This is an optimization exercise on Yosys and OpenROAD, whose aim is small area and a short achievable clock period, not a production implementation. RTL that was checked went through simulation tests only; none was proved equivalent to the original. The RTL of runs 2 to 4 was laid out without a check of its function. Power is estimated from default activity; no workload was simulated.

`design/flow/flow/run.sh`:
```
#!/bin/bash
# The standard layout (standard.sh: the standard flow's synthesis, floorplan, place, CTS, route), with the
# port buffers that placement inserts on every input and output made from the small
# sky130_fd_sc_hd__buf_1 instead of the default pick; repair may still resize them.
set -euo pipefail
bash standard.sh 'BUFFER_PORTS_ARGS=-buffer_cell sky130_fd_sc_hd__buf_1' finish > standard_flow.log 2>&1
```
`design/flow/standard.sh`:
```
#!/bin/bash
# synth_recipe.tcl (not shown) runs the flow's synth.tcl, then flattens the netlist and writes it again
# the make line also repeats each setting of config.mk as NAME=value (left out here)
make -C /OpenROAD-flow-scripts/flow DESIGN_CONFIG=/design/flow/config.mk WORK_HOME=/design/flow/orfs CLKGATE_MAP_FILE= SYNTH_SCRIPT=/design/flow/synth_recipe.tcl "${@:-finish}"
```
`design/flow/config.mk`:
```
export PLATFORM = sky130hd
export DESIGN_NAME = cia402_fsm
export DESIGN_NICKNAME = cia402_fsm
export VERILOG_FILES = /design/flow/design.v
export SDC_FILE = /design/flow/constraint.sdc
export NUM_CORES = 4
export LEC_CHECK = 0
export CAP_MARGIN = 20
export CORE_MARGIN = 2
export CORE_UTILIZATION = 40
export CTS_BUF_LIST = sky130_fd_sc_hd__clkbuf_8
export SETUP_SLACK_MARGIN = 5
export SLEW_MARGIN = 20
export SYNTH_HIERARCHICAL = 1
export SYNTH_MINIMUM_KEEP_SIZE = 0
```
`design/flow/constraint.sdc`:
```
create_clock -name core_clock -period 8.0 [get_ports {clk}]
set_input_delay 1.6000 -clock core_clock [delete_from_list [all_inputs] [get_ports {clk}]]
set_output_delay 1.6000 -clock core_clock [all_outputs]
set_load 0.01 [all_outputs]
```
`design/flow/design.v`:
```
module cia402_gpn (
  input  wire gh,
  input  wire ph,
  input  wire gl,
  input  wire pl,
  output wire gn,
  output wire pn
);
  assign gn = !(gh | (ph & gl));
  assign pn = !(ph & pl);
endmodule
module cia402_gpp (
  input  wire ghn,
  input  wire phn,
  input  wire gln,
  input  wire pln,
  output wire g,
  output wire p
);
  assign g = !(ghn & (phn | gln));
  assign p = !(phn | pln);
endmodule
module cia402_gp1 (
  input  wire ah,
  input  wire bh,
  input  wire al,
  input  wire bl,
  output wire gn,
  output wire pn
);
  assign gn = !((ah & bh) | ((ah | bh) & al & bl));
  assign pn = !((ah | bh) & (al | bl));
endmodule
module cia402_gp1c (
  input  wire ah,
  input  wire bh,
  input  wire c,
  output wire gn
);
  assign gn = !((ah & bh) | ((ah | bh) & c));
endmodule
module cia402_add #(parameter W = 33, parameter CI = 1) (
  input  wire [W-1:0] a,
  input  wire [W-1:0] b,
  output wire [W-1:0] s,
  output wire [W-1:0] co
);
  function integer cl2;
    input integer x;
    integer v;
    begin
      cl2 = 0;
      v = 1;
      while (v < x) begin
        v = v * 2;
        cl2 = cl2 + 1;
      end
    end
  endfunction
  localparam L = cl2(W);
  wire [(L+1)*W-1:0] g;
  wire [(L+1)*W-1:0] p;
  wire g0 = CI ? (a[0] | b[0]) : (a[0] & b[0]);
  genvar l, i;
  generate
    for (l = 0; l <= L; l = l + 1) begin : z
      assign g[l*W] = g0;
      assign p[l*W] = 1'b0;
    end
    for (i = 1; i < W; i = i + 1) begin : l1
      if (i == 1) begin : c
        cia402_gp1c u (.ah(a[1]), .bh(b[1]), .c(g0), .gn(g[W+1]));
        assign p[W+1] = 1'b0;
      end else begin : n
        cia402_gp1 u (.ah(a[i]), .bh(b[i]), .al(a[i-1]), .bl(b[i-1]),
                      .gn(g[W+i]), .pn(p[W+i]));
      end
    end
    for (l = 2; l <= L; l = l + 1) begin : lvl
      for (i = 1; i < W; i = i + 1) begin : col
        if (i >= (1 << (l - 1))) begin : node
          localparam integer J  = i - (1 << (l - 1));
          localparam integer NJ = (J == 0) ? 0 :
                                  ((cl2(J + 1) < l - 1) ? cl2(J + 1) : l - 1);
          wire gl = ((NJ % 2) == ((l - 1) % 2)) ? g[(l-1)*W+J] : !g[(l-1)*W+J];
          wire pl = ((NJ % 2) == ((l - 1) % 2)) ? p[(l-1)*W+J] : !p[(l-1)*W+J];
          if (((l - 1) % 2) == 0) begin : n
            cia402_gpn u (.gh(g[(l-1)*W+i]), .ph(p[(l-1)*W+i]), .gl(gl), .pl(pl),
                          .gn(g[l*W+i]), .pn(p[l*W+i]));
          end else begin : pp
            cia402_gpp u (.ghn(g[(l-1)*W+i]), .phn(p[(l-1)*W+i]), .gln(gl), .pln(pl),
                          .g(g[l*W+i]), .p(p[l*W+i]));
          end
        end else begin : pass
          assign g[l*W+i] = g[(l-1)*W+i];
          assign p[l*W+i] = p[(l-1)*W+i];
        end
      end
    end
    for (i = 0; i < W; i = i + 1) begin : cout
      if (i == 0) begin : c0
        assign co[0] = CI;
      end else begin : ck
        localparam integer NI = (i == 1) ? 0 : ((cl2(i) < L) ? cl2(i) : L);
        assign co[i] = ((NI % 2) == 0) ? g[L*W+i-1] : !g[L*W+i-1];
      end
    end
  endgenerate
  wire [W-1:0] h = a ^ b;
  generate
    for (i = 0; i < W; i = i + 1) begin : sum
      cia402_x2 u (.a(h[i]), .b(co[i]), .y(s[i]));
    end
  endgenerate
endmodule
module cia402_x2 (
  input  wire a,
  input  wire b,
  output wire y
);
  assign y = a ^ b;
endmodule
module cia402_dec (
  input  wire [15:0] s,
  output wire [2:0]  code,
  output wire        f_known,
  output wire        f_open,
  output wire        f_cw7,
  output wire        f_cw3,
  output wire        f_cw21,
  output wire        f_cw0
);
  wire fault = (s == 16'h1208);
  wire sod   = (s == 16'h1250);
  wire rtso  = (s == 16'h1231);
  wire swon  = (s == 16'h1233);
  wire open  = (s == 16'h1237) || (s == 16'h1637);
  assign code    = fault ? 3'd1 : sod ? 3'd2 : rtso ? 3'd3 : swon ? 3'd4 :
                   open ? 3'd5 : 3'd0;
  assign f_known = fault || sod || rtso || swon || open;
  assign f_open  = open;
  assign f_cw7   = fault;
  assign f_cw3   = swon || open;
  assign f_cw21  = sod || rtso || swon || open;
  assign f_cw0   = rtso || swon || open;
endmodule
module cia402_sel (
  input  wire nrst,
  input  wire a,
  input  wire x,
  input  wire k,
  input  wire r,
  output wire y
);
  assign y = nrst && ((a && x) || (!(a && k) && r));
endmodule
module cia402_run (
  input  wire c,
  input  wire h,
  input  wire zb,
  input  wire ob,
  output wire zero,
  output wire ones
);
  assign zero = (c == h) && zb;
  assign ones = (c != h) && ob;
endmodule
module cia402_ge (
  input  wire [4:0] d,
  input  wire       lz,
  input  wire       lo,
  output wire       ge1001,
  output wire       ge24
);
  assign ge1001 = lo && (d[4] || (d[3] && (d[2] || d[1] || d[0])));
  assign ge24   = !lz || (d[4] && d[3]);
endmodule
module cia402_mv (
  input  wire z,
  input  wire o,
  input  wire ge1001,
  input  wire ge24,
  input  wire s,
  input  wire q,
  output wire y
);
  wire near = (z && !ge1001) || (o && ge24);
  assign y = (s && !near) || q;
endmodule
module cia402_near (
  input  wire [9:0] h,
  input  wire [5:0] c,
  input  wire [8:5] t,
  input  wire [8:5] n,
  input  wire       z,
  input  wire       o,
  input  wire       s,
  input  wire       q,
  output wire       y
);
  wire [4:0] d;
  genvar i;
  generate
    for (i = 0; i < 5; i = i + 1) begin : dl
      cia402_x2 u (.a(h[i]), .b(c[i]), .y(d[i]));
    end
  endgenerate
  wire lz, lo, ge1001, ge24;
  cia402_run u_run (.c(c[5]), .h(h[5]), .zb(&(h[9:6] ~^ t[8:5])), .ob(&(h[9:6] ^ n[8:5])),
                    .zero(lz), .ones(lo));
  cia402_ge u_ge (.d(d), .lz(lz), .lo(lo), .ge1001(ge1001), .ge24(ge24));
  cia402_mv u_mv (.z(z), .o(o), .ge1001(ge1001), .ge24(ge24), .s(s), .q(q), .y(y));
endmodule
module cia402_keep (
  input  wire nrst,
  input  wire x1,
  input  wire x2,
  input  wire e,
  output wire y
);
  assign y = nrst && !x2 && !(x1 && e);
endmodule
module cia402_fsm (
  input  wire         clk,
  input  wire         rst,
  input  wire         start,
  input  wire         operational,
  input  wire         stop_req,
  input  wire [31:0]  cfg_target_vel,
  input  wire [7:0]   cfg_mode,
  input  wire [15:0]  cfg_max_torque,
  output wire         ex_req,
  input  wire         ex_valid,
  input  wire         ex_resp_fresh,
  input  wire [127:0] ex_in,
  input  wire [15:0]  ex_wkc,
  output wire [127:0] ex_out,
  output wire [2:0]   phase,
  output wire         exit_code,
  output wire [2:0]   dstate,
  output wire [32:0]  delta,
  output wire         delta_valid,
  output wire         moving,
  output wire         enable_evt,
  output wire [31:0]  enable_pos,
  output wire         report_valid,
  output wire [63:0]  report_cycle,
  output wire [15:0]  report_status,
  output wire [15:0]  report_control,
  output wire [31:0]  report_position,
  output wire [32:0]  report_delta,
  output wire [35:0]  report_rpm,
  output wire [31:0]  report_velocity,
  output wire [7:0]   report_mode,
  output wire [15:0]  report_wkc
);
  localparam [2:0] PH_IDLE   = 3'd0;
  localparam [2:0] PH_RUN    = 3'd1;
  localparam [2:0] PH_DRAIN  = 3'd2;
  localparam [2:0] PH_HALTED = 3'd3;
  localparam [2:0] PH_FAILED = 3'd4;
  reg [2:0]   phase_q;
  reg         run_flag;
  reg         ex_req_q;        
  reg         run_act_q;       
  reg         drain_q;         
  reg [63:0]  cnt;             
  reg [6:0]   c125;            
  reg [31:0]  start_pos;
  reg         motor_enabled;
  reg [15:0]  wkc;
  reg         cw7, cw3, cw21, cw0;    
  reg         tv_on;           
  reg         cfg_on;          
  reg [31:0]  out_tv;
  reg [15:0]  out_mt;
  reg [7:0]   out_mode;
  reg [15:0]  in_sw;           
  reg [2:0]   in_ds;           
  reg [31:0]  in_pos;          
  reg [31:0]  in_vel;          
  reg [7:0]   in_mode;         
  reg [32:0]  delta_q;         
  reg         moving_q;
  reg [35:1]  rpm_q;           
  reg         enable_evt_q;
  reg         report_q;
  wire in_idle  = (phase_q == PH_IDLE);
  wire in_run   = (phase_q == PH_RUN);
  wire do_start = in_idle && start && operational;
  wire do_sfail = in_idle && start && !operational;
  wire do_cycle = run_act_q && ex_valid;
  wire do_stop  = in_run && !run_flag;
  wire do_drain = drain_q && ex_valid;
  wire do_exch  = ex_req_q && ex_valid;
  wire take_in  = ex_req_q && ex_valid && ex_resp_fresh;
  wire last_drain = (cnt[5:0] == 6'd49);
  wire do_halt  = do_drain && last_drain;
  wire [2:0] ex_ds;
  wire ex_known, ex_open, ex_cw7, ex_cw3, ex_cw21, ex_cw0;
  cia402_dec u_dec (.s(ex_in[15:0]), .code(ex_ds), .f_known(ex_known), .f_open(ex_open),
                    .f_cw7(ex_cw7), .f_cw3(ex_cw3), .f_cw21(ex_cw21), .f_cw0(ex_cw0));
  wire q_known = (in_ds != 3'd0);
  wire q_open  = (in_ds == 3'd5);
  wire q_cw7   = (in_ds == 3'd1);
  wire q_cw3   = (in_ds == 3'd4) || (in_ds == 3'd5);
  wire q_cw21  = q_known && !q_cw7;
  wire q_cw0   = (in_ds == 3'd3) || q_cw3;
  wire ds_open  = ex_resp_fresh ? ex_open : q_open;
  wire do_latch = do_cycle && ds_open && !motor_enabled;
  wire rep_hit  = (cnt[1:0] == 2'd3) && (c125 == 7'd124);
  wire cyc_f  = do_cycle && ex_resp_fresh;
  wire cyc_h  = do_cycle && !ex_resp_fresh && q_known;
  wire clr_cw = do_stop || do_drain;
  wire tv_on_next, cw7_nx, cw3_nx, cw21_nx, cw0_nx;
  cia402_sel u_tv  (.nrst(!rst), .a(cyc_f), .x(ex_open), .k(ex_known),
                    .r(cyc_h ? q_open : (!clr_cw && tv_on)), .y(tv_on_next));
  cia402_sel u_cw7 (.nrst(!rst), .a(cyc_f), .x(ex_cw7), .k(ex_known),
                    .r(cyc_h ? q_cw7 : (!clr_cw && cw7)), .y(cw7_nx));
  cia402_sel u_cw3 (.nrst(!rst), .a(cyc_f), .x(ex_cw3), .k(ex_known),
                    .r(cyc_h ? q_cw3 : (!clr_cw && cw3)), .y(cw3_nx));
  cia402_sel u_cw21 (.nrst(!rst), .a(cyc_f), .x(ex_cw21), .k(ex_known),
                     .r(cyc_h ? q_cw21 : (!clr_cw && cw21)), .y(cw21_nx));
  cia402_sel u_cw0 (.nrst(!rst), .a(cyc_f), .x(ex_cw0), .k(ex_known),
                    .r(cyc_h ? q_cw0 : (!clr_cw && cw0)), .y(cw0_nx));
  wire cfg_on_next = !rst && (cfg_on || do_cycle || do_stop || do_drain);
  wire [31:0] ex_pos  = ex_in[47:16];
  wire [31:0] ex_vel  = ex_in[79:48];
  wire [31:0] sp_eff = start_pos & {32{motor_enabled}};
  wire [32:0] dA = {ex_pos[31], ex_pos};
  wire [32:0] dB = ~{sp_eff[31], sp_eff};
  wire [32:0] ex_delta, dC;
  cia402_add #(.W(33), .CI(1)) u_delta (.a(dA), .b(dB), .s(ex_delta), .co(dC));
  wire [35:0] ex_rpm, rC;
  cia402_add #(.W(36), .CI(1)) u_rpm (.a({ex_vel, 4'd0}), .b(~{{4{ex_vel[31]}}, ex_vel}),
                                       .s(ex_rpm), .co(rC));
  wire [32:0] dH = dA ^ dB;
  wire [32:0] dO = dA | dB;
  wire [32:0] dN = dA & dB;
  wire hi_zero, hi_ones;
  cia402_run u_hi (.c(dC[10]), .h(dH[10]), .zb(&(dH[32:11] ~^ dO[31:10])),
                   .ob(&(dH[32:11] ^ dN[31:10])), .zero(hi_zero), .ones(hi_ones));
  wire keep_delta;
  cia402_keep u_keep (.nrst(!rst), .x1(do_cycle && !motor_enabled && ex_resp_fresh),
                      .x2(do_cycle && !motor_enabled && !ex_resp_fresh && q_open),
                      .e(ex_open), .y(keep_delta));
  wire moving_nx;
  cia402_near u_near (.h(dH[9:0]), .c(dC[5:0]), .t(dO[8:5]), .n(dN[8:5]),
                      .z(hi_zero), .o(hi_ones),
                      .s(keep_delta && take_in && motor_enabled),
                      .q(keep_delta && !take_in && moving_q), .y(moving_nx));
  wire run_next   = rst || (run_flag && !stop_req);
  wire run_act_nx = !rst && !stop_req && (run_act_q || (do_start && run_flag));
  wire drain_nx   = !rst && (do_stop || (drain_q && !do_halt));
  wire [2:0] phase_next = rst      ? PH_IDLE   :
                          do_start ? PH_RUN    :
                          do_sfail ? PH_FAILED :
                          do_stop  ? PH_DRAIN  :
                          do_halt  ? PH_HALTED : phase_q;
  always @(posedge clk) begin
    phase_q   <= phase_next;
    run_flag  <= run_next;
    ex_req_q  <= run_act_nx || drain_nx;
    run_act_q <= run_act_nx;
    drain_q   <= drain_nx;
    tv_on     <= tv_on_next;
    cfg_on    <= cfg_on_next;
    out_tv    <= cfg_target_vel & {32{tv_on_next}};
    out_mt    <= cfg_max_torque & {16{cfg_on_next}};
    out_mode  <= cfg_mode & {8{cfg_on_next}};
    delta_q   <= {33{keep_delta}} & (take_in ? ex_delta : delta_q);
    moving_q  <= moving_nx;
    cw7       <= cw7_nx;
    cw3       <= cw3_nx;
    cw21      <= cw21_nx;
    cw0       <= cw0_nx;
    if (rst) begin
      start_pos     <= 32'd0;
      motor_enabled <= 1'b0;
      in_sw         <= 16'd0;
      in_ds         <= 3'd0;
      in_pos        <= 32'd0;
      in_vel        <= 32'd0;
      in_mode       <= 8'd0;
      rpm_q         <= 35'd0;
      enable_evt_q  <= 1'b0;
      report_q      <= 1'b0;
    end else begin
      enable_evt_q <= do_latch;
      report_q     <= do_cycle && rep_hit;
      if (take_in) begin
        in_sw   <= ex_in[15:0];
        in_ds   <= ex_ds;
        in_pos  <= ex_pos;
        in_vel  <= ex_vel;
        in_mode <= ex_in[119:112];
        rpm_q   <= ex_rpm[35:1];
      end
      if (take_in && !motor_enabled)
        start_pos <= ex_pos;
      if (do_latch)
        motor_enabled <= 1'b1;
    end
  end
  wire [63:0] cnt_inc;
  genvar k;
  generate
    for (k = 0; k < 64; k = k + 1) begin : incb
      if (k == 0) begin : b0
        assign cnt_inc[k] = !cnt[0];
      end else begin : bk
        assign cnt_inc[k] = cnt[k] ^ (&cnt[k-1:0]);
      end
    end
  endgenerate
  always @(posedge clk) begin
    if (in_idle || do_stop)
      cnt <= 64'd0;
    else if (do_exch)
      cnt <= cnt_inc;
    if (in_idle)
      c125 <= 7'd0;
    else if (do_cycle && cnt[1:0] == 2'd3)
      c125 <= (c125 == 7'd124) ? 7'd0 : c125 + 7'd1;
    if (do_exch)
      wkc <= ex_wkc;
  end
  wire [15:0] cw = {8'd0, cw7, 3'd0, cw3, cw21, cw21, cw0};
  assign ex_req      = ex_req_q;
  assign ex_out      = {8'd0, out_mode, out_mt, 16'd0, out_tv, 32'd0, cw};
  assign phase       = phase_q;
  assign exit_code   = phase_q[2];
  assign dstate      = in_ds;
  assign delta       = delta_q;
  assign delta_valid = motor_enabled;
  assign moving      = moving_q;
  assign enable_evt  = enable_evt_q;
  assign enable_pos  = in_pos;
  assign report_valid    = report_q;
  assign report_cycle    = cnt;
  assign report_status   = in_sw;
  assign report_control  = cw;
  assign report_position = in_pos;
  assign report_delta    = delta_q;
  assign report_rpm      = {rpm_q, in_vel[0]};
  assign report_velocity = in_vel;
  assign report_mode     = in_mode;
  assign report_wkc      = wkc;
endmodule
```
==> results of run 1 <==
[metrics by stage]
step	setup WS (ps)	utilization [%]	area, µm²
global placement	3550	44.4	23300
finish	5010	47.5	25000
global route	4890	47.5	25000
detailed placement	3470	44.4	23300
floorplan	4910	-	21900
CTS	4950	47.1	24800
[layout make-up]
| type | count | area (µm²) | area share (%) |
|---|---|---|---|
| Timing Repair Buffer | 564 | 2330 | 9.33 |
| Inverter | 156 | 594 | 2.38 |
| Tap cell | 688 | 861 | 3.45 |
| Clock inverter | 33 | 163 | 0.651 |
| Timing Repair inverter | 1 | 7.51 | 0.0300 |
| Multi-Input combinational cell | 2064 | 12800 | 51.1 |
| Sequential cell | 351 | 7210 | 28.8 |
| Antenna cell | 3 | 7.51 | 0.0300 |
| Clock buffer | 76 | 1050 | 4.19 |
[layout by cell type (no fill, tap or decap), types with 21 or more instances in the layout]
cell	n
ha_1	47
or2_1	63
o22ai_1	57
nand3_1	21
inv_1	174
buf_1	476
xor2_1	183
o21ai_2	116
a31oi_1	65
a21oi_1	260
clkbuf_8	76
nand4_1	24
and2_1	62
o21ai_0	21
nand2_1	534
conb_1	101
dfxtp_1	322
a21boi_0	31
nor2_1	157
a21oi_2	95
clkbuf_2	40
xnor2_1	46
[report_power, final]
| group | switching (mW) | internal (mW) |
|---|---|---|
| clock network | 0.775 | 0.857 |
| logic | 0.392 | 0.189 |
| registers | 0.0148 | 1.78 |
| total | 1.18 | 2.83 |
[registers in the layout (all words and copies together), names as in the netlist, 3 cells and up]
register / cells
cnt: 64
rpm_q: 35
delta_q: 33
in_pos: 32
in_vel: 32
out_tv: 32
start_pos: 32
in_sw: 16
out_mt: 16
wkc: 16
in_mode: 8
out_mode: 8
c125: 7
in_ds: 3
phase_q: 3
[metal layers]
metal / up-vias / part of all wire [%]
met5: - / 0.019
met4: 2 / 3.6
met3: 134 / 5.5
met2: 589 / 49
met1: 9531 / 42
li1: 9887 / -
[timing repair]
action / CTS / global route
endpoints found under the setup margin: 246 / 112
pin swaps: 4 / 9
cloned: 3 / 1
gates resized for setup: 64 / 69
setup buffers: 3 / 6
[how the worst max path moves through the flow]
stage | start | cells after the start | endpoint | slack, ps
finish | ex_in[36] | 10 | moving_q | 5010
global placement | ex_valid | 5 | delta_q[9] | 3550
floorplan | ex_in[16] | 12 | moving_q | 4910
CTS | ex_in[79] | 11 | rpm_q[35] | 4950
global route | ex_in[77] | 12 | rpm_q[35] | 4890
detailed placement | ex_valid | 5 | delta_q[4] | 3470
[tightest hold or removal path, cell delays in order (launching register included)]
cell	delay (ps)
dfxtp_1	300
nand2_1	50
a21oi_1	50
==> summary.txt, run 1 <==
Fin. Hold Viols: 0
Hold WC Path Type: reg2reg
Total die area: 54900 µm²
Power density cells: 161 nW/µm²
Status: no timing/DRC/antenna violations
Endpoints failing setup: 0
Boundary pin count: 665
Hold Path Depth: 2
R2r startpoint: motor_enabled
Largest net degree at the start of global routing: 97
CP Max Fanout: 11
Critical path's slowest cell: nor4_4
Cell family with the largest share of critical-path delay: simple AND/OR/NAND/NOR gates
CTS tree: built
Vias/cell: 5.12
Crit path kind: in2reg
GR Util met3: 4.58%
Placed cell count: 3811
Post-CTS Hold Buffers: 0
Chip Width: 234 µm
Worst VDD drop: 121 µV
Slowest stage delay, CP: 340 ps
Slew @ Worst Pin: 1040 ps
Share of cells above drive strength 1: 14.5%
Fillcell total: 5335
Initial antenna violation count: 5
Post-DP HPWL: 49800 µm
First-pass GRT wire length: 102000 µm
Reg2reg path depth: 10
Total CTS buffers: 61
Leak: 9.11 nW
Worst-path clk slew: 60 ps
RSZ-0062 raised after global routing: yes
IO buf count: 546
Drc violations: 0
Power consumption: 4.01 mW
Syn avg cell area: 7.80 µm²
CTS Root Cell: clkbuf_8
Setup TNS: 0 ps
R2R Setup Slk: 5130 ps
Core ar.: 52600 µm²
Layout Cells excl Fill: 3936
Post-Route WL: 67700 µm
Crit share post-route: 37.3%
Max Cap Viol: 0
CP Buf/Inv Count: 2
Clock buffer depth: 3
Nets: 3469
Worst EP arrival: 3580 ps
Crit end category: flop
Layout area overhead: 17.7%
Fmax: 335 MHz
Final Critical Period: 2990 ps
Relative slew slack: 30.8%
Netlist Area Pre-Place: 21200 µm²
Clock Latency Late Sink: 700 ps
Routed wire per std cell: 17.2 µm
Post-Syn Instances: 2722
Starting Density: 40.4%
Worst min-delay path endpoint: in_sw[1]
Global routing's busiest layer: met2
Hold slack: 452 ps
Yosys warns: 7
GRT met1 Usage: 28.6%
Critical path startpoint category: input pin
Reg2reg end: moving_q
1st-iter DRT viols: 871
Pins Over Slew Limit: 0
Cells along the critical path: clkbuf_4 > inv_1 > ha_1 > xnor2_1 > nor4_1 > nand4_1 > nor4_4 > and2_1 > nand2_1 > a31o_1
Post-route ant nets: 0
Vias in the first global route: 18800
Worst Path Required: 8590 ps
Gr usage total: 23.4%
Site Rows: 84
Routability Congestion: 0.925
Global route overflow: 0
Sink Count: 351
GR Util met2: 40.4%
First-pass DRT Iterations: 6
Via count: 20100
Hold_sp: in_sw[1]
DIE HEIGHT: 234 µm
H-tree depth: 2
Clock Skew: 38.2 ps
==> run 2: changes to the inputs <==
--- a/design/flow/design.v
+++ b/design/flow/design.v
@@ -222,2 +222,28 @@
 endmodule
+module cia402_inc (
+  input  wire [63:0] a,
+  output wire [63:0] y
+);
+  wire [15:0] ga;
+  wire [15:0] gc;
+  wire [64:0] c;
+  genvar k, i;
+  generate
+    for (k = 0; k < 16; k = k + 1) begin : grp
+      assign ga[k] = &a[4*k+3:4*k];
+      if (k == 0) begin : g0
+        assign gc[k] = 1'b1;
+      end else begin : gk
+        assign gc[k] = &ga[k-1:0];
+      end
+      assign c[4*k] = gc[k];
+      for (i = 4 * k; i < 4 * k + 4; i = i + 1) begin : b
+        assign y[i] = a[i] ^ c[i];
+        if (i < 4 * k + 3) begin : n
+          assign c[i+1] = a[i] & c[i];
+        end
+      end
+    end
+  endgenerate
+endmodule
 module cia402_fsm (
@@ -405,12 +431,3 @@
   wire [63:0] cnt_inc;
-  genvar k;
-  generate
-    for (k = 0; k < 64; k = k + 1) begin : incb
-      if (k == 0) begin : b0
-        assign cnt_inc[k] = !cnt[0];
-      end else begin : bk
-        assign cnt_inc[k] = cnt[k] ^ (&cnt[k-1:0]);
-      end
-    end
-  endgenerate
+  cia402_inc u_inc (.a(cnt), .y(cnt_inc));
   always @(posedge clk) begin
--- a/design/flow/config.mk
+++ b/design/flow/config.mk
@@ -10,3 +10,2 @@
 export CORE_UTILIZATION = 40
-export CTS_BUF_LIST = sky130_fd_sc_hd__clkbuf_8
 export SETUP_SLACK_MARGIN = 5
==> summary.txt, run 2 <==
Commonest non-fill, non-tap cell in the layout: nand2_1
Total die area: 55500 µm²
Endpoints failing setup: 0
Fmax: 328 MHz
Critical path's slowest cell: nor4_2
Yosys warns: 7
Global routing's busiest layer: met2
Worst Path Required: 8450 ps
Worst slack, placed: 3550 ps
Vias/cell: 5.07
CTS Root Cell: clkbuf_16
Max Cap Viol: 0
Global route overflow: 0
Largest regs: cnt (64), rpm_q (35), delta_q (33)
Worst EP arrival: 3500 ps
Post-Route WL: 68300 µm
Sink Count: 351
Final setup margin: 4960 ps
Leak: 9.53 nW
Post-route ant nets: 0
Share of cells above drive strength 1: 15.8%
Multi-input gate area: 13200 µm²
Post-DP HPWL: 50800 µm
Clock Skew: 15.1 ps
IO buf count: 546
Routability Congestion: 0.926
Vias in the first global route: 18100
FF/Latch Area: 7190 µm²
Crit path top cell by count: nor4_2
Total CTS buffers: 41
Biggest register: cnt
Crit end category: flop
GRT met1 Usage: 28.8%
Cell family with the largest share of critical-path delay: simple AND/OR/NAND/NOR gates
Placed cell count: 3822
Nets: 3505
Relative slew slack: 45.1%
Status: no timing/DRC/antenna violations
Critical path startpoint category: input pin
Worst-path clk slew: 60 ps
Layout area overhead: 19.7%
Clock Latency Late Sink: 570 ps
First-pass GRT wire length: 103000 µm
DIE HEIGHT: 236 µm
RSZ-0062 raised after global routing: yes
Boundary pin count: 665
Hold WC Path Type: reg2reg
Setup TNS: 0 ps
Commonest non-fill, non-tap cells in the layout: 609 x nand2_1, 479 x buf_1, 334 x dfxtp_1, 290 x a21oi_1, 175 x xor2_1
Starting Density: 40.7%
Layout Cells excl Fill: 3913
Syn avg cell area: 7.84 µm²
Gr usage total: 23.2%
H-tree depth: 2
Post-CTS Hold Buffers: 0
Worst VDD drop: 147 µV
CP Buf/Inv Count: 2
GR Util met3: 4.50%
GR Util met2: 40.5%
Cells along the critical path: buf_6 > inv_1 > ha_4 > xnor2_1 > nor4_2 > nand4_1 > nor4_2 > and2_4 > nand2_1 > a31o_1
Fin. Hold Viols: 0
Chip Width: 236 µm
Max FFs per register: 64
Slowest stage delay, CP: 350 ps
Post-Syn Instances: 2736
1st-iter DRT viols: 1111
Crit path kind: in2reg
Slew @ Worst Pin: 823 ps
Routed wire per std cell: 17.4 µm
Clock buffer depth: 3
Power density cells: 166 nW/µm²
Pins Over Slew Limit: 0
CP Max Fanout: 11
Crit share post-route: 38.1%
Initial antenna violation count: 0
Fillcell total: 5249
Drc violations: 0
Netlist Area Pre-Place: 21400 µm²
Final Critical Period: 3040 ps
CTS tree: built
Largest net degree at the start of global routing: 97
Site Rows: 84
Core ar.: 52800 µm²
First-pass DRT Iterations: 8
Via count: 19800
run 2: final timing paths:
kind	startpoint	end	slack (ps)	depth (start not counted)
setup / recovery	ex_in[36]	moving_q	4960	10
hold / removal	in_sw[12]	in_sw[12]	450	2
setup reg to reg	motor_enabled	moving_q	5120	12
hold reg to reg	in_sw[12]	in_sw[12]	450	2
run 2: timing repair:
item,CTS,global route
setup endpoints to repair,244,190
pin swaps,5,19
setup buffers,4,9
cloned,4,1
resized for setup,94,147
run 2: layout make-up:
| cell class | instances | area share [%] |
|---|---|---|
| multi-input cells | 2081 | 51.3 |
| flip-flops and latches | 351 | 28.0 |
| repair buffers | 570 | 9.90 |
| clock buffers | 59 | 4.66 |
| well taps | 688 | 3.35 |
| inverters | 149 | 2.31 |
| clock inverters | 12 | 0.463 |
| repair inverters | 1 | 0.0293 |
| diodes | 2 | 0.0195 |
run 2: power by group:
part           leakage (nW)  internal, mW  switching, mW
clock network         0.653          1.07          0.762
logic                  6.03         0.208          0.416
registers              2.85          1.79         0.0156
total                  9.53          3.07           1.19
run 2: worst min-delay path, delay by kind of cell (launching register included):
kind	cells	cell delay (ps)
flip-flops	1	300
AND/OR/NAND/NOR	1	50
AO/OA/AOI/OAI	1	50
run 2: stage by stage:
| step | area [µm²] | total power [mW] | hold WS (ps) | utilization, % |
|---|---|---|---|---|
| 2_1_floorplan | 22100 | 2.26 | 436 | - |
| 3_3_place_gp | 23500 | 2.41 | 442 | 44.5 |
| 3_5_place_dp | 23500 | 2.41 | 446 | 44.5 |
| 4_1_cts | 25100 | 4.29 | 454 | 47.5 |
| 5_1_grt | 25700 | 4.45 | 472 | 48.6 |
| 6_report | 25700 | 4.26 | 451 | 48.6 |
run 2: routing by layer:
layer / wire length (µm) / vias up
met5: 0 / -
met4: 1730 / 0
met3: 4070 / 79
met2: 33200 / 583
met1: 29300 / 9340
li1: - / 9820
==> run 3: changes to the inputs <==
--- a/design/flow/config.mk
+++ b/design/flow/config.mk
@@ -10,2 +10,3 @@
 export CORE_UTILIZATION = 40
+export CTS_BUF_LIST = sky130_fd_sc_hd__clkbuf_8
 export SETUP_SLACK_MARGIN = 5
==> summary.txt, run 3 <==
Status: no timing/DRC/antenna violations
Power density cells: 169 nW/µm²
Critical path startpoint category: input pin
Core ar.: 52800 µm²
Layout Cells excl Fill: 3955
CP Max Fanout: 11
Commonest non-fill, non-tap cell in the layout: nand2_1
Worst VDD drop: 148 µV
Clock buffer depth: 3
CP Buf/Inv Count: 2
Worst Path Required: 8520 ps
Max Cap Viol: 0
Post-DP HPWL: 50800 µm
R2R Setup Slk: 5210 ps
Post-Syn Instances: 2736
Boundary pin count: 665
Starting Density: 40.7%
Clock Skew: 37.2 ps
Drc violations: 0
Cells along the critical path: buf_4 > inv_1 > ha_1 > xnor2_1 > nor4_1 > nand4_1 > nor4_2 > and2_4 > nand2_1 > a31o_1
Nets: 3525
Total die area: 55500 µm²
First-pass DRT Iterations: 5
Worst-path clk slew: 60 ps
Crit share post-route: 37.4%
Share of cells above drive strength 1: 15.5%
Layout area overhead: 19.0%
Largest net degree at the start of global routing: 97
IO buf count: 546
Max FFs per register: 64
Routed wire per std cell: 17.2 µm
Relative slew slack: 47.7%
H-tree depth: 3
Endpoints failing setup: 0
Yosys warns: 7
Chip Width: 236 µm
Cell family with the largest share of critical-path delay: simple AND/OR/NAND/NOR gates
Leak: 9.64 nW
Fin. Hold Viols: 0
Via count: 19900
Reg2reg path depth: 12
Routability Congestion: 0.926
Crit end category: flop
First-pass GRT wire length: 103000 µm
Vias/cell: 5.02
Sink Count: 351
Netlist Area Pre-Place: 21400 µm²
Post-route ant nets: 0
Total CTS buffers: 66
Worst EP arrival: 3510 ps
1st-iter DRT viols: 1106
CTS Root Cell: clkbuf_8
Reg2reg end: moving_q
Hold Path Depth: 2
DIE HEIGHT: 236 µm
RSZ-0062 raised after global routing: yes
Hold_sp: in_sw[12]
Largest regs: cnt (64), rpm_q (35), delta_q (33)
Placed cell count: 3822
Slowest stage delay, CP: 330 ps
Worst min-delay path endpoint: in_sw[12]
Crit path kind: in2reg
Setup TNS: 0 ps
Clock Latency Late Sink: 630 ps
Vias in the first global route: 18300
Final Critical Period: 2990 ps
Initial antenna violation count: 1
Site Rows: 84
Critical path's slowest cell: ha_1
CTS tree: built
Fillcell total: 5270
R2r startpoint: motor_enabled
Gr usage total: 23.3%
Biggest register: cnt
Syn avg cell area: 7.84 µm²
Slew @ Worst Pin: 784 ps
Commonest non-fill, non-tap cells in the layout: 609 x nand2_1, 480 x buf_1, 332 x dfxtp_1, 291 x a21oi_1, 177 x xor2_1
Post-CTS Hold Buffers: 0
Global route overflow: 0
Pins Over Slew Limit: 0
Post-Route WL: 68000 µm
Hold WC Path Type: reg2reg
Fmax: 334 MHz
-- run 3: per-stage QoR --
| step | setup slack (ps) | hold slack, ps | area (µm²) | power [mW] | utilization [%] |
|---|---|---|---|---|---|
| 5_1_grt | 4890 | 472 | 25500 | 4.50 | 48.4 |
| 3_5_place_dp | 3550 | 446 | 23500 | 2.41 | 44.5 |
| 6_report | 5010 | 452 | 25500 | 4.31 | 48.4 |
| 4_1_cts | 4900 | 454 | 25100 | 4.34 | 47.6 |
| 3_3_place_gp | 3650 | 442 | 23500 | 2.41 | 44.5 |
| 2_1_floorplan | 4920 | 436 | 22100 | 2.26 | - |
-- run 3: area by class of cell --
cell class | instances | area, µm² | share of cell area, %
inverter | 149 | 578 | 2.26
timing repair buffer | 566 | 2470 | 9.66
clock inverter | 31 | 255 | 1.00
timing repair inverter | 1 | 7.51 | 0.0294
tap | 688 | 861 | 3.37
antenna | 2 | 5.00 | 0.0196
sequential | 351 | 7190 | 28.2
multi-input combinational | 2080 | 13000 | 50.8
clock buffer | 87 | 1200 | 4.69
-- run 3: layer usage --
metal  track usage (%)  wire length [µm]
met1              29.0             29000
met3              4.62              4070
met4              6.89              1640
met5                 0                 0
met2              40.7             33300
-- run 3: worst max-delay path by stage --
stage                     startpoint        to  slack, ps  cells after the start
after floorplan            ex_in[16]  moving_q       4920                     12
after global placement     ex_in[43]  moving_q       3650                     11
after detailed placement   ex_in[42]  moving_q       3550                     11
after CTS                  ex_in[41]  moving_q       4900                     11
after global routing       ex_in[28]  moving_q       4890                     10
final                      ex_in[31]  moving_q       5010                     10
-- run 3: worst register-to-register path, stage by stage (launching register included) --
cell and delay, ps:
dfxtp_1 390, buf_12 230, nand2_1 330, inv_1 150
ha_1 180, xnor2_1 80, nor4_2 300, nand4_1 200
nor4_2 320, inv_1 120, nor2_4 150, nand2b_1 70
a31o_1 170
-- run 3: where the power goes --
part,total [mW],leakage [nW],internal (mW),switching [mW]
clock network,1.90,0.805,1.11,0.793
logic,0.605,5.98,0.198,0.407
registers,1.80,2.85,1.79,0.0155
total,4.31,9.64,3.09,1.22
-- run 3: timing repair --
action	4_1_cts	5_1_grt
pin swaps	3	13
endpoints found under the setup margin	243	134
buffers inserted	1	8
gates cloned	4	0
resized for setup	76	110
==> run 4: changes to the inputs <==
--- a/design/flow/config.mk
+++ b/design/flow/config.mk
@@ -11,3 +11,3 @@
 export CTS_BUF_LIST = sky130_fd_sc_hd__clkbuf_8
-export SETUP_SLACK_MARGIN = 5
+export SETUP_SLACK_MARGIN = 4.6
 export SLEW_MARGIN = 20
==> summary.txt, run 4 <==
Status: no timing/DRC/antenna violations
CTS tree: built
Comb pwr share: 13.6%
Site Rows: 84
Gr usage total: 22.5%
Global routing's busiest layer: met2
Reg power frac: 42.7%
Biggest register: cnt
Vias/cell: 4.95
H-tree depth: 3
Nets: 3515
Setup TNS: 0 ps
Crit end category: flop
Clock Latency Late Sink: 650 ps
GR Util met2: 36.9%
Total die area: 55500 µm²
Core ar.: 52800 µm²
Clock buffer depth: 3
Crit path kind: in2reg
Clk pwr share: 43.7%
Worst slack, placed: 3610 ps
Drc violations: 0
IO buf count: 546
Global route overflow: 0
Slew @ Worst Pin: 1040 ps
CTS Root Cell: clkbuf_8
Total CTS buffers: 66
Internal power: 2.99 mW
Initial antenna violation count: 2
Via count: 19500
Max FFs per register: 64
Power density cells: 171 nW/µm²
Postcts setup bufs: 0
Commonest non-fill, non-tap cell in the layout: nand2_1
Chip Width: 236 µm
Routability Congestion: 0.944
GRT met1 Usage: 28.7%
Netlist Area Pre-Place: 21400 µm²
Vias in the first global route: 18000
Share of cells above drive strength 1: 11.7%
Worst VDD drop: 123 µV
Sink Count: 351
First-pass DRT Iterations: 5
Hold WC Path Type: reg2reg
Power consumption: 4.22 mW
Post-route ant nets: 0
Yosys warns: 7
Net Switching: 1.23 mW
Post-Route WL: 65700 µm
Relative slew slack: 31.0%
Starting Density: 40.7%
Boundary pin count: 665
Worst EP arrival: 3830 ps
Post-DP HPWL: 48600 µm
Crit share post-route: 41.3%
Routed wire per std cell: 16.7 µm
Final Critical Period: 3310 ps
Post-Syn Instances: 2736
RSZ-0062 raised after global routing: yes
1st-iter DRT viols: 1233
CP Max Fanout: 11
Clock Skew: 32.4 ps
GR Util met3: 5.00%
First-pass GRT wire length: 100000 µm
Syn avg cell area: 7.84 µm²
Fmax: 303 MHz
Finished Core Util: 46.8%
Largest net degree at the start of global routing: 95
Pins Over Slew Limit: 0
Endpoints failing setup: 0
Leak: 9.32 nW
Fin. Hold Viols: 0
DIE HEIGHT: 236 µm
Largest regs: cnt (64), rpm_q (35), delta_q (33)
Layout area overhead: 15.1%
Switch share: 29.2%
Final setup margin: 4690 ps
Worst-path clk slew: 60 ps
Commonest non-fill, non-tap cells in the layout: 623 x nand2_1, 524 x buf_1, 335 x dfxtp_1, 291 x a21oi_1, 179 x xor2_1
Worst Path Required: 8520 ps
Max Cap Viol: 0
Critical path startpoint category: input pin
Fillcell total: 5400
run 4: repair_timing:
action / in CTS / in global routing
hold buffers: 0 / 0
resized for setup: 19 / 11
gates cloned: 0 / 1
pin swaps: 0 / 1
setup endpoints to repair: 42 / 39
run 4: final timing paths:
path                                    start         end  slack, ps  cells past startpoint
worst max-delay path                ex_in[37]    moving_q       4690                     11
worst min-delay path               in_vel[16]  in_vel[16]        450                      2
worst max register to register  motor_enabled    moving_q       4860                     12
worst min register to register     in_vel[16]  in_vel[16]        450                      2
run 4: per-stage QoR:
| step | hold slack, ps | std cells | instance area (µm²) |
|---|---|---|---|
| after global routing | 468 | 3937 | 24700 |
| after detailed placement | 446 | 3824 | 23200 |
| final | 452 | 3938 | 24700 |
| after floorplan | 436 | 2835 | 21800 |
| after global placement | 442 | 3824 | 23200 |
| after CTS | 455 | 3935 | 24600 |
run 4: layer usage:
metal / part of all wire (%) / up-vias
met2: 47 / 551
met5: 0.020 / -
li1: - / 9830
met1: 44 / 9006
met3: 5.8 / 107
met4: 2.8 / 2
run 4: cell type report:
cell class	instances	area (µm²)	share of cell area [%]
Multi-Input combinational cell	2078	12500	50.6
Sequential cell	351	7190	29.1
Timing Repair Buffer	559	2180	8.82
Clock buffer	88	1210	4.91
Tap cell	688	861	3.49
Inverter	149	563	2.28
Clock inverter	23	184	0.745
Antenna cell	2	5.00	0.0203
run 4: power by group through the flow:
| stage | sequential (mW) | combinational [mW] | clock [mW] |
|---|---|---|---|
| after floorplan | 1.85 | 0.404 | 0 |
| after global placement | 1.84 | 0.566 | 0 |
| after detailed placement | 1.84 | 0.567 | 0 |
| after CTS | 1.80 | 0.571 | 1.91 |
| after global routing | 1.80 | 0.632 | 1.99 |
| final | 1.80 | 0.574 | 1.85 |
run 4: critical path, stage by stage:
cell and delay [ps]:
buf_2 250, inv_1 80, ha_1 330, xnor2_1 170, nor4_1 350, nand4_1 180
nor4_1 310, inv_1 90, nor2_2 190, nand2b_1 80, a31o_1 210
==> run 5: changes to the inputs <==
--- a/design/flow/design.v
+++ b/design/flow/design.v
@@ -156,2 +156,32 @@
 endmodule
+module cia402_zo (
+  input  wire a1,
+  input  wire b1,
+  input  wire a0,
+  input  wire b0,
+  output wire zt,
+  output wire ot
+);
+  wire h = a1 ^ b1;
+  assign zt = h ~^ (a0 | b0);
+  assign ot = h ^ (a0 & b0);
+endmodule
+module cia402_nand4 (
+  input  wire [3:0] x,
+  output wire       y
+);
+  assign y = !(&x);
+endmodule
+module cia402_nand2 (
+  input  wire [1:0] x,
+  output wire       y
+);
+  assign y = !(&x);
+endmodule
+module cia402_nor3 (
+  input  wire [2:0] x,
+  output wire       y
+);
+  assign y = !(|x);
+endmodule
 module cia402_run (
@@ -159,4 +189,6 @@
   input  wire h,
-  input  wire zb,
-  input  wire ob,
+  input  wire z1,
+  input  wire z2,
+  input  wire o1,
+  input  wire o2,
   output wire zero,
@@ -164,4 +196,4 @@
 );
-  assign zero = (c == h) && zb;
-  assign ones = (c != h) && ob;
+  assign zero = (c == h) && z1 && z2;
+  assign ones = (c != h) && o1 && o2;
 endmodule
@@ -190,6 +222,5 @@
 module cia402_near (
-  input  wire [9:0] h,
+  input  wire [9:0] a,
+  input  wire [9:0] b,
   input  wire [5:0] c,
-  input  wire [8:5] t,
-  input  wire [8:5] n,
   input  wire       z,
@@ -200,5 +231,10 @@
 );
+  wire [5:0] h;
   wire [4:0] d;
+  wire [9:6] zt, ot;
   genvar i;
   generate
+    for (i = 0; i < 6; i = i + 1) begin : hl
+      cia402_x2 u (.a(a[i]), .b(b[i]), .y(h[i]));
+    end
     for (i = 0; i < 5; i = i + 1) begin : dl
@@ -206,6 +242,9 @@
     end
+    for (i = 6; i < 10; i = i + 1) begin : tl
+      cia402_zo u (.a1(a[i]), .b1(b[i]), .a0(a[i-1]), .b0(b[i-1]), .zt(zt[i]), .ot(ot[i]));
+    end
   endgenerate
   wire lz, lo, ge1001, ge24;
-  cia402_run u_run (.c(c[5]), .h(h[5]), .zb(&(h[9:6] ~^ t[8:5])), .ob(&(h[9:6] ^ n[8:5])),
-                    .zero(lz), .ones(lo));
+  cia402_run u_run (.c(c[5]), .h(h[5]), .z1(zt[6] & zt[7]), .z2(zt[8] & zt[9]),
+                    .o1(ot[6] & ot[7]), .o2(ot[8] & ot[9]), .zero(lz), .ones(lo));
   cia402_ge u_ge (.d(d), .lz(lz), .lo(lo), .ge1001(ge1001), .ge24(ge24));
@@ -213,2 +252,33 @@
 endmodule
+module cia402_hi (
+  input  wire [32:9] a,
+  input  wire [32:9] b,
+  input  wire        c,
+  output wire        zero,
+  output wire        ones
+);
+  wire [32:11] zt, ot;
+  genvar i;
+  generate
+    for (i = 11; i <= 32; i = i + 1) begin : tl
+      cia402_zo u (.a1(a[i]), .b1(b[i]), .a0(a[i-1]), .b0(b[i-1]), .zt(zt[i]), .ot(ot[i]));
+    end
+  endgenerate
+  wire [5:0] zg, og;
+  generate
+    for (i = 0; i < 5; i = i + 1) begin : g4
+      cia402_nand4 uz (.x(zt[11+4*i +: 4]), .y(zg[i]));
+      cia402_nand4 uo (.x(ot[11+4*i +: 4]), .y(og[i]));
+    end
+  endgenerate
+  cia402_nand2 uz5 (.x(zt[32:31]), .y(zg[5]));
+  cia402_nand2 uo5 (.x(ot[32:31]), .y(og[5]));
+  wire z1, z2, o1, o2, h10;
+  cia402_nor3 uz1 (.x(zg[2:0]), .y(z1));
+  cia402_nor3 uz2 (.x(zg[5:3]), .y(z2));
+  cia402_nor3 uo1 (.x(og[2:0]), .y(o1));
+  cia402_nor3 uo2 (.x(og[5:3]), .y(o2));
+  cia402_x2 uh (.a(a[10]), .b(b[10]), .y(h10));
+  cia402_run ur (.c(c), .h(h10), .z1(z1), .z2(z2), .o1(o1), .o2(o2), .zero(zero), .ones(ones));
+endmodule
 module cia402_keep (
@@ -222,28 +292,2 @@
 endmodule
-module cia402_inc (
-  input  wire [63:0] a,
-  output wire [63:0] y
-);
-  wire [15:0] ga;
-  wire [15:0] gc;
-  wire [64:0] c;
-  genvar k, i;
-  generate
-    for (k = 0; k < 16; k = k + 1) begin : grp
-      assign ga[k] = &a[4*k+3:4*k];
-      if (k == 0) begin : g0
-        assign gc[k] = 1'b1;
-      end else begin : gk
-        assign gc[k] = &ga[k-1:0];
-      end
-      assign c[4*k] = gc[k];
-      for (i = 4 * k; i < 4 * k + 4; i = i + 1) begin : b
-        assign y[i] = a[i] ^ c[i];
-        if (i < 4 * k + 3) begin : n
-          assign c[i+1] = a[i] & c[i];
-        end
-      end
-    end
-  endgenerate
-endmodule
 module cia402_fsm (
@@ -362,8 +406,4 @@
                                        .s(ex_rpm), .co(rC));
-  wire [32:0] dH = dA ^ dB;
-  wire [32:0] dO = dA | dB;
-  wire [32:0] dN = dA & dB;
   wire hi_zero, hi_ones;
-  cia402_run u_hi (.c(dC[10]), .h(dH[10]), .zb(&(dH[32:11] ~^ dO[31:10])),
-                   .ob(&(dH[32:11] ^ dN[31:10])), .zero(hi_zero), .ones(hi_ones));
+  cia402_hi u_hi (.a(dA[32:9]), .b(dB[32:9]), .c(dC[10]), .zero(hi_zero), .ones(hi_ones));
   wire keep_delta;
@@ -373,3 +413,3 @@
   wire moving_nx;
-  cia402_near u_near (.h(dH[9:0]), .c(dC[5:0]), .t(dO[8:5]), .n(dN[8:5]),
+  cia402_near u_near (.a(dA[9:0]), .b(dB[9:0]), .c(dC[5:0]),
                       .z(hi_zero), .o(hi_ones),
@@ -431,3 +471,12 @@
   wire [63:0] cnt_inc;
-  cia402_inc u_inc (.a(cnt), .y(cnt_inc));
+  genvar k;
+  generate
+    for (k = 0; k < 64; k = k + 1) begin : incb
+      if (k == 0) begin : b0
+        assign cnt_inc[k] = !cnt[0];
+      end else begin : bk
+        assign cnt_inc[k] = cnt[k] ^ (&cnt[k-1:0]);
+      end
+    end
+  endgenerate
   always @(posedge clk) begin
--- a/design/flow/config.mk
+++ b/design/flow/config.mk
@@ -11,3 +11,3 @@
 export CTS_BUF_LIST = sky130_fd_sc_hd__clkbuf_8
-export SETUP_SLACK_MARGIN = 4.6
+export SETUP_SLACK_MARGIN = 5
 export SLEW_MARGIN = 20
==> summary.txt, run 5 <==
Max FFs per register: 64
Chip Width: 233 µm
Drc violations: 0
Critical path startpoint category: input pin
Setup TNS: 0 ps
DIE HEIGHT: 233 µm
Hold WC Path Type: reg2reg
Routability Congestion: 0.927
Post-Route WL: 67500 µm
Largest net degree at the start of global routing: 96
Relative slew slack: 42.2%
Commonest non-fill, non-tap cells in the layout: 553 x nand2_1, 473 x buf_1, 324 x dfxtp_1, 263 x a21oi_1, 195 x xor2_1
R2r startpoint: motor_enabled
Hold slack: 453 ps
Slew @ Worst Pin: 867 ps
Global route overflow: 0
Post-DP HPWL: 49200 µm
1st-iter DRT viols: 1125
IO buf count: 546
Boundary pin count: 665
Final Critical Period: 2990 ps
Endpoints failing setup: 0
RSZ-0062 raised after global routing: no
Starting Density: 40.3%
First-pass DRT Iterations: 6
Crit end category: flop
Vias in the first global route: 18200
Max Cap Viol: 0
Commonest non-fill, non-tap cell in the layout: nand2_1
Total die area: 54400 µm²
Post-CTS Hold Buffers: 0
Worst-path clk slew: 60 ps
Crit share post-route: 37.4%
Fmax: 335 MHz
CTS tree: built
Initial antenna violation count: 3
Netlist Area Pre-Place: 21000 µm²
Yosys warns: 7
Layout area overhead: 18.0%
Clock buffer depth: 3
Post-Syn Instances: 2692
Vias/cell: 5.10
Power density cells: 164 nW/µm²
Biggest register: cnt
R2R Setup Slk: 5180 ps
Reg2reg path depth: 12
Share of cells above drive strength 1: 15.3%
Gr usage total: 23.1%
Worst VDD drop: 120 µV
Site Rows: 84
Clock Latency Late Sink: 680 ps
Reg2reg end: delta_q[31]
Placement Cell Area: 23000 µm²
CP Max Fanout: 6
Largest regs: cnt (64), rpm_q (35), delta_q (33)
Routed wire per std cell: 17.2 µm
Worst EP arrival: 3570 ps
Core ar.: 52200 µm²
Post-route cell area: 24800 µm²
Setup crit start: ex_in[16]
Syn avg cell area: 7.81 µm²
Status: no timing/DRC/antenna violations
CTS Root Cell: clkbuf_8
H-tree depth: 2
Leak: 8.83 nW
Sink Count: 351
Pins Over Slew Limit: 0
Fin. Hold Viols: 0
Via count: 20000
Crit path kind: in2reg
Clock Skew: 30.4 ps
Total CTS buffers: 61
First-pass GRT wire length: 99600 µm
Worst Path Required: 8580 ps
Finished Core Util: 47.5%
Nets: 3400
Post-route ant nets: 0
CP Capture Point: delta_q[22]
-- run 5: area by class of cell --
cell class              count  area (µm²)
diodes                      5        12.5
clock inverters            41         258
repair inverters            2        15.0
inverters                 102         402
clock buffers              74        1020
repair buffers            572        2510
well taps                 688         861
fillers                  5299       27400
multi-input cells        2090       12500
flip-flops and latches    351        7210
-- run 5: worst max-delay path, cell delays in order --
cell and delay (ps):
buf_2 170, inv_12 70, ha_4 120, inv_4 60
a21o_1 160, o21ai_2 140, inv_2 140, a21oi_2 230
inv_1 160, a21oi_2 240, inv_1 80, xor2_1 170
nand2_1 60, a21boi_0 170
-- run 5: worst min-delay path by stage --
stage | startpoint | end | depth (start not counted)
after detailed placement | in_sw[0] | in_sw[0] | 2
after global placement | start_pos[14] | start_pos[14] | 2
after floorplan | start_pos[31] | start_pos[31] | 2
after CTS | in_sw[0] | in_sw[0] | 2
after global routing | start_pos[9] | start_pos[9] | 2
final | in_sw[0] | in_sw[0] | 2
-- run 5: power by group --
group | internal (mW) | total (mW) | switching (mW)
logic | 0.187 | 0.573 | 0.386
clock network | 0.909 | 1.70 | 0.795
registers | 1.78 | 1.80 | 0.0147
-- run 5: metal layers --
| metal | vias to the layer above | GRT usage [%] | part of all wire, % |
|---|---|---|---|
| met2 | 613 | 39.7 | 49 |
| met1 | 9435 | 28.6 | 42 |
| met5 | - | 0 | 0 |
| li1 | 9849 | - | - |
| met3 | 129 | 3.88 | 5.2 |
| met4 | 0 | 9.12 | 3.7 |
-- run 5: per-stage QoR --
stage / setup WS, ps / std cells / power, mW
2_1_floorplan: 4920 / 2791 / 2.24
3_3_place_gp: 3540 / 3784 / 2.38
3_5_place_dp: 3470 / 3784 / 2.39
4_1_cts: 4980 / 3910 / 4.12
5_1_grt: 4980 / 3921 / 4.26
6_report: 5010 / 3925 / 4.08
-- run 5: what timing repair did --
item / CTS / global route
hold endpoints to repair: 0 / 0
pin swaps: 6 / 5
gates cloned: 4 / 3
setup buffers: 7 / 6
gates resized for setup: 52 / 73
endpoints found under the setup margin: 253 / 97
==> run 6: changes to the inputs <==
--- a/design/flow/config.mk
+++ b/design/flow/config.mk
@@ -10,3 +10,3 @@
 export CORE_UTILIZATION = 40
-export CTS_BUF_LIST = sky130_fd_sc_hd__clkbuf_8
+export PLACE_DENSITY = 0.75
 export SETUP_SLACK_MARGIN = 5
==> summary.txt, run 6 <==
Vias/cell: 5.18
Power density cells: 174 nW/µm²
Max Cap Viol: 0
Worst Path Required: 8490 ps
Sink Count: 351
Post-Route WL: 66200 µm
Pins Over Slew Limit: 0
Gr usage total: 22.7%
Syn avg cell area: 7.81 µm²
FF/Latch Area: 7200 µm²
Hold slack: 453 ps
RSZ-0062 raised after global routing: yes
Crit path kind: in2reg
Critical path's slowest cell: o21ai_4
Max FFs per register: 64
Relative slew slack: 34.9%
Routability Congestion: 0.943
Worst slack, placed: 2840 ps
Slowest stage delay, CP: 240 ps
Vias in the first global route: 17700
Total CTS buffers: 41
Crit share post-route: 37.1%
Layout Cells excl Fill: 3892
Final Critical Period: 2970 ps
Final setup margin: 5030 ps
Starting Density: 40.3%
Leak: 8.84 nW
Core ar.: 52200 µm²
1st-iter DRT viols: 1463
Global route overflow: 0
Site Rows: 84
Share of cells above drive strength 1: 15.7%
Total die area: 54400 µm²
IO buf count: 546
Fillcell total: 5132
Initial antenna violation count: 2
Status: no timing/DRC/antenna violations
CTS Root Cell: clkbuf_16
Worst VDD drop: 190 µV
Cells along the critical path: buf_4 > inv_12 > ha_4 > inv_4 > a21o_1 > o21ai_4 > o21ai_4 > a21oi_4 > o21ai_4 > a21oi_2 > inv_1 > xor2_2 > nand2_1 > a21boi_1
Via count: 20200
Crit end category: flop
Cell family with the largest share of critical-path delay: compound AO/OA/AOI/OAI gates
CP Max Fanout: 6
Placed cell count: 3785
Chip Width: 233 µm
Nets: 3391
Biggest register: cnt
Multi-input gate area: 12700 µm²
Post-Syn Instances: 2692
Worst-path clk slew: 60 ps
First-pass GRT wire length: 97800 µm
Slew @ Worst Pin: 977 ps
Post-DP HPWL: 47700 µm
Fin. Hold Viols: 0
First-pass DRT Iterations: 6
Routed wire per std cell: 17.0 µm
Clock Skew: 26.0 ps
Post-route ant nets: 0
Drc violations: 0
Commonest non-fill, non-tap cell in the layout: nand2_1
DIE HEIGHT: 233 µm
Crit path top cell by count: o21ai_4
Setup TNS: 0 ps
Layout area overhead: 19.9%
Boundary pin count: 665
Yosys warns: 7
H-tree depth: 2
Clock Latency Late Sink: 570 ps
CP Buf/Inv Count: 4
Clock buffer depth: 3
Endpoints failing setup: 0
CTS tree: built
Post-CTS Hold Buffers: 0
Hold WC Path Type: reg2reg
Fmax: 337 MHz
Netlist Area Pre-Place: 21000 µm²
Commonest non-fill, non-tap cells in the layout: 553 x nand2_1, 476 x buf_1, 330 x dfxtp_1, 263 x a21oi_1, 194 x xor2_1
Largest net degree at the start of global routing: 73
Critical path startpoint category: input pin
Largest regs: cnt (64), rpm_q (35), delta_q (33)
Worst EP arrival: 3460 ps
[run 6: worst paths after layout]
path / startpoint / end / slack (ps) / cells past startpoint
max: ex_in[16] / delta_q[32] / 5030 / 14
min: in_vel[8] / in_vel[8] / 450 / 2
max reg2reg: motor_enabled / moving_q / 5290 / 12
min reg2reg: in_vel[8] / in_vel[8] / 450 / 2
[run 6: layout make-up]
| type | count | area share [%] |
|---|---|---|
| Multi-Input combinational cell | 2091 | 50.4 |
| Inverter | 102 | 1.64 |
| Tap cell | 688 | 3.42 |
| Clock buffer | 55 | 4.48 |
| Antenna cell | 2 | 0.0199 |
| Sequential cell | 351 | 28.5 |
| Timing Repair inverter | 2 | 0.0496 |
| Clock inverter | 19 | 1.21 |
| Timing Repair Buffer | 582 | 10.2 |
[run 6: power breakdown]
| group | switching (mW) | leakage, nW | internal [mW] |
|---|---|---|---|
| logic | 0.394 | 5.29 | 0.193 |
| registers | 0.0145 | 2.85 | 1.78 |
| clock network | 0.783 | 0.698 | 1.23 |
[run 6: per-layer routing]
metal,global-route usage (%),wire [µm],up-vias
met3,4.19,4380,125
met4,6.79,1910,0
met5,0,0,-
met2,38.4,31800,768
li1,-,-,9833
met1,29.4,28100,9440
[run 6: stage by stage]
step	cell area, µm²	utilization (%)	total power [mW]
final	25200	48.3	4.39
after global routing	25200	48.3	4.57
after CTS	24800	47.5	4.41
after detailed placement	23000	44.0	2.38
after global placement	23000	44.0	2.38
after floorplan	21600	-	2.24
[run 6: repair_timing]
item | 4_1_cts | 5_1_grt
gates cloned | 7 | 1
endpoints found under the setup margin | 249 | 161
pin swaps | 9 | 14
setup buffers | 10 | 13
resized for setup | 88 | 80
[run 6: worst min-delay path: cells and delay by family, from the launching register on]
family / cells / cell delay, ps
and+or+nand+nor: 1 / 50
AOI/OAI and AO/OA: 1 / 50
DFF: 1 / 310
==> run 7: changes to the inputs <==
--- a/design/flow/config.mk
+++ b/design/flow/config.mk
@@ -10,3 +10,2 @@
 export CORE_UTILIZATION = 40
-export PLACE_DENSITY = 0.75
 export SETUP_SLACK_MARGIN = 5
==> summary.txt, run 7 <==
Status: no timing/DRC/antenna violations
Sink Count: 351
Relative slew slack: 42.2%
Share of cells above drive strength 1: 15.0%
Boundary pin count: 665
Post-DP HPWL: 49200 µm
Worst Path Required: 8470 ps
CTS Root Cell: clkbuf_16
Clock Skew: 12.0 ps
Worst min-delay path endpoint: in_vel[10]
Largest net degree at the start of global routing: 91
Post-Route WL: 67400 µm
DIE HEIGHT: 233 µm
Global route overflow: 0
R2r startpoint: motor_enabled
Hold_sp: in_vel[10]
Clock Latency Late Sink: 580 ps
Post-route ant nets: 0
Biggest register: cnt
Total die area: 54400 µm²
Core ar.: 52200 µm²
Hold WC Path Type: reg2reg
Setup TNS: 0 ps
Final Critical Period: 2960 ps
Total CTS buffers: 41
Post-Syn Instances: 2692
Netlist Area Pre-Place: 21000 µm²
First-pass DRT Iterations: 5
Slew @ Worst Pin: 868 ps
First-pass GRT wire length: 101000 µm
Post-CTS Hold Buffers: 0
Initial antenna violation count: 6
Vias/cell: 5.12
Commonest non-fill, non-tap cells in the layout: 553 x nand2_1, 476 x buf_1, 331 x dfxtp_1, 263 x a21oi_1, 194 x xor2_1
Placement Cell Area: 23000 µm²
Pins Over Slew Limit: 0
Worst VDD drop: 156 µV
Worst-path clk slew: 60 ps
H-tree depth: 2
Commonest non-fill, non-tap cell in the layout: nand2_1
Routed wire per std cell: 17.3 µm
Crit path kind: in2reg
DR WL met3: 3530 µm
R2R Setup Slk: 5350 ps
Leak: 8.81 nW
Critical path startpoint category: input pin
M1 WL: 28500 µm
Highest routed layer: met4
Site Rows: 84
Layout area overhead: 19.2%
CTS tree: built
CP Max Fanout: 12
Power density cells: 174 nW/µm²
Gr usage total: 23.5%
Post-route cell area: 25100 µm²
Max FFs per register: 64
Drc violations: 0
Largest regs: cnt (64), rpm_q (35), delta_q (33)
Reg2reg end: delta_q[25]
Reg2reg path depth: 11
Finished Core Util: 48.0%
Fin. Hold Viols: 0
Max Cap Viol: 0
Fmax: 338 MHz
IO buf count: 546
Endpoints failing setup: 0
Starting Density: 40.3%
Crit share post-route: 37.0%
Worst EP arrival: 3440 ps
Clock buffer depth: 3
Hold Path Depth: 2
RSZ-0062 raised after global routing: yes
Routability Congestion: 0.927
Crit end category: flop
Vias in the first global route: 18100
Via count: 19900
Yosys warns: 7
1st-iter DRT viols: 1105
Power consumption: 4.36 mW
Chip Width: 233 µm
Met2 wire length: 32600 µm
Nets: 3381
Syn avg cell area: 7.81 µm²
==> run 7: worst max-delay path: stages <==
cell and delay (ps):
buf_2 250, o22ai_1 230, nor2_2 260, nand2_1 130
o21ai_2 290, xnor2_1 180, and3_1 250, nand2b_1 80
a31o_1 170
==> run 7: per-layer routing <==
metal	up-vias	GRT usage, %
met5	-	0
met1	9362	29.1
met2	586	40.3
met3	130	4.11
met4	0	9.16
li1	9796	-
==> run 7: repair_timing <==
item / in CTS / in global routing
setup endpoints to repair: 244 / 29
pin swaps: 9 / 10
cloned: 6 / 0
resized for setup: 95 / 45
setup buffers: 13 / 3
endpoints found under the hold margin: 0 / 0
==> run 7: layout make-up <==
type	instances	area, µm²
Timing Repair inverter	1	7.51
Multi-Input combinational cell	2090	12600
Clock buffer	57	1180
Tap cell	688	861
Antenna cell	4	10.0
Timing Repair Buffer	574	2530
Clock inverter	16	236
Fill cell	5246	27200
Inverter	102	404
Sequential cell	351	7190
==> run 7: worst max path at each step <==
stage          cells after the start         end       from
3_3_place_gp                       9  in_pos[27]   ex_valid
6_report                           9    moving_q  ex_in[24]
5_1_grt                           14   rpm_q[28]  ex_in[48]
3_5_place_dp                       9  in_pos[15]   ex_valid
4_1_cts                            1      ex_req   ex_req_q
2_1_floorplan                     12    moving_q  ex_in[16]
==> run 7: report_power, final <==
part	internal (mW)	total (mW)	switching, mW
Combinational	0.190	0.578	0.389
Sequential	1.78	1.80	0.0147
Clock	1.19	1.98	0.788
==> run 7: metrics by stage <==
step | hold WS [ps] | worst slack, ps | std cells
after global routing | 467 | 4960 | 3881
final | 453 | 5040 | 3883
after detailed placement | 446 | 3470 | 3784
after global placement | 442 | 3540 | 3784
after floorplan | 436 | 4920 | 2791
after CTS | 453 | 4920 | 3876

port drivers added, routing unchanged:
The results above use ideal ports. As a check the final layouts listed here were re-extracted and re-timed, cells and wires unchanged. Step 1: set_driving_cell puts a clkbuf_16 on clk and a buf_2 on each other input, an assumption about the parent block. Step 2 moves the port delays by t, midway between the first and last clock arrival at a register: inputs arrive t later, outputs are due t later. That takes back most of the time a late clock gives input paths. Three values: ideal ports, drivers, drivers and shift; two values: the first two.
run | t (ns) | setup WS [ns] | hold slack, ns | worst setup path at the end | worst slew at a driven data input, ns
run 1 | 0.737 | 5.013 / 5.005 / 4.304 | 0.452 / 0.452 / 0.452 | input to register | 0.08
run 2 | 0.613 | 4.955 / 4.934 / 4.322 | 0.451 / 0.451 / 0.451 | input to register | 0.11
run 3 | 0.661 | 5.008 / 4.996 / 4.335 | 0.452 / 0.452 / 0.452 | input to register | 0.10
run 4 | 0.690 | 4.694 / 4.729 / 4.039 | 0.452 / 0.452 / 0.452 | input to register | 0.08
run 5 | 0.720 | 5.012 / 4.980 / 4.318 | 0.453 / 0.453 / 0.453 | input to register | 0.14
run 6 | 0.615 | 5.030 / 5.029 / 4.431 | 0.453 / 0.453 / 0.453 | input to register | 0.13
run 7 | 0.634 | 5.038 / 4.986 / 4.421 | 0.453 / 0.453 / 0.453 | input to register | 0.14
After both steps every run listed still meets setup and hold. For run 1, which loses most, drivers alone change the setup slack by -0.008 ns; drivers and shift together by -0.709 ns.
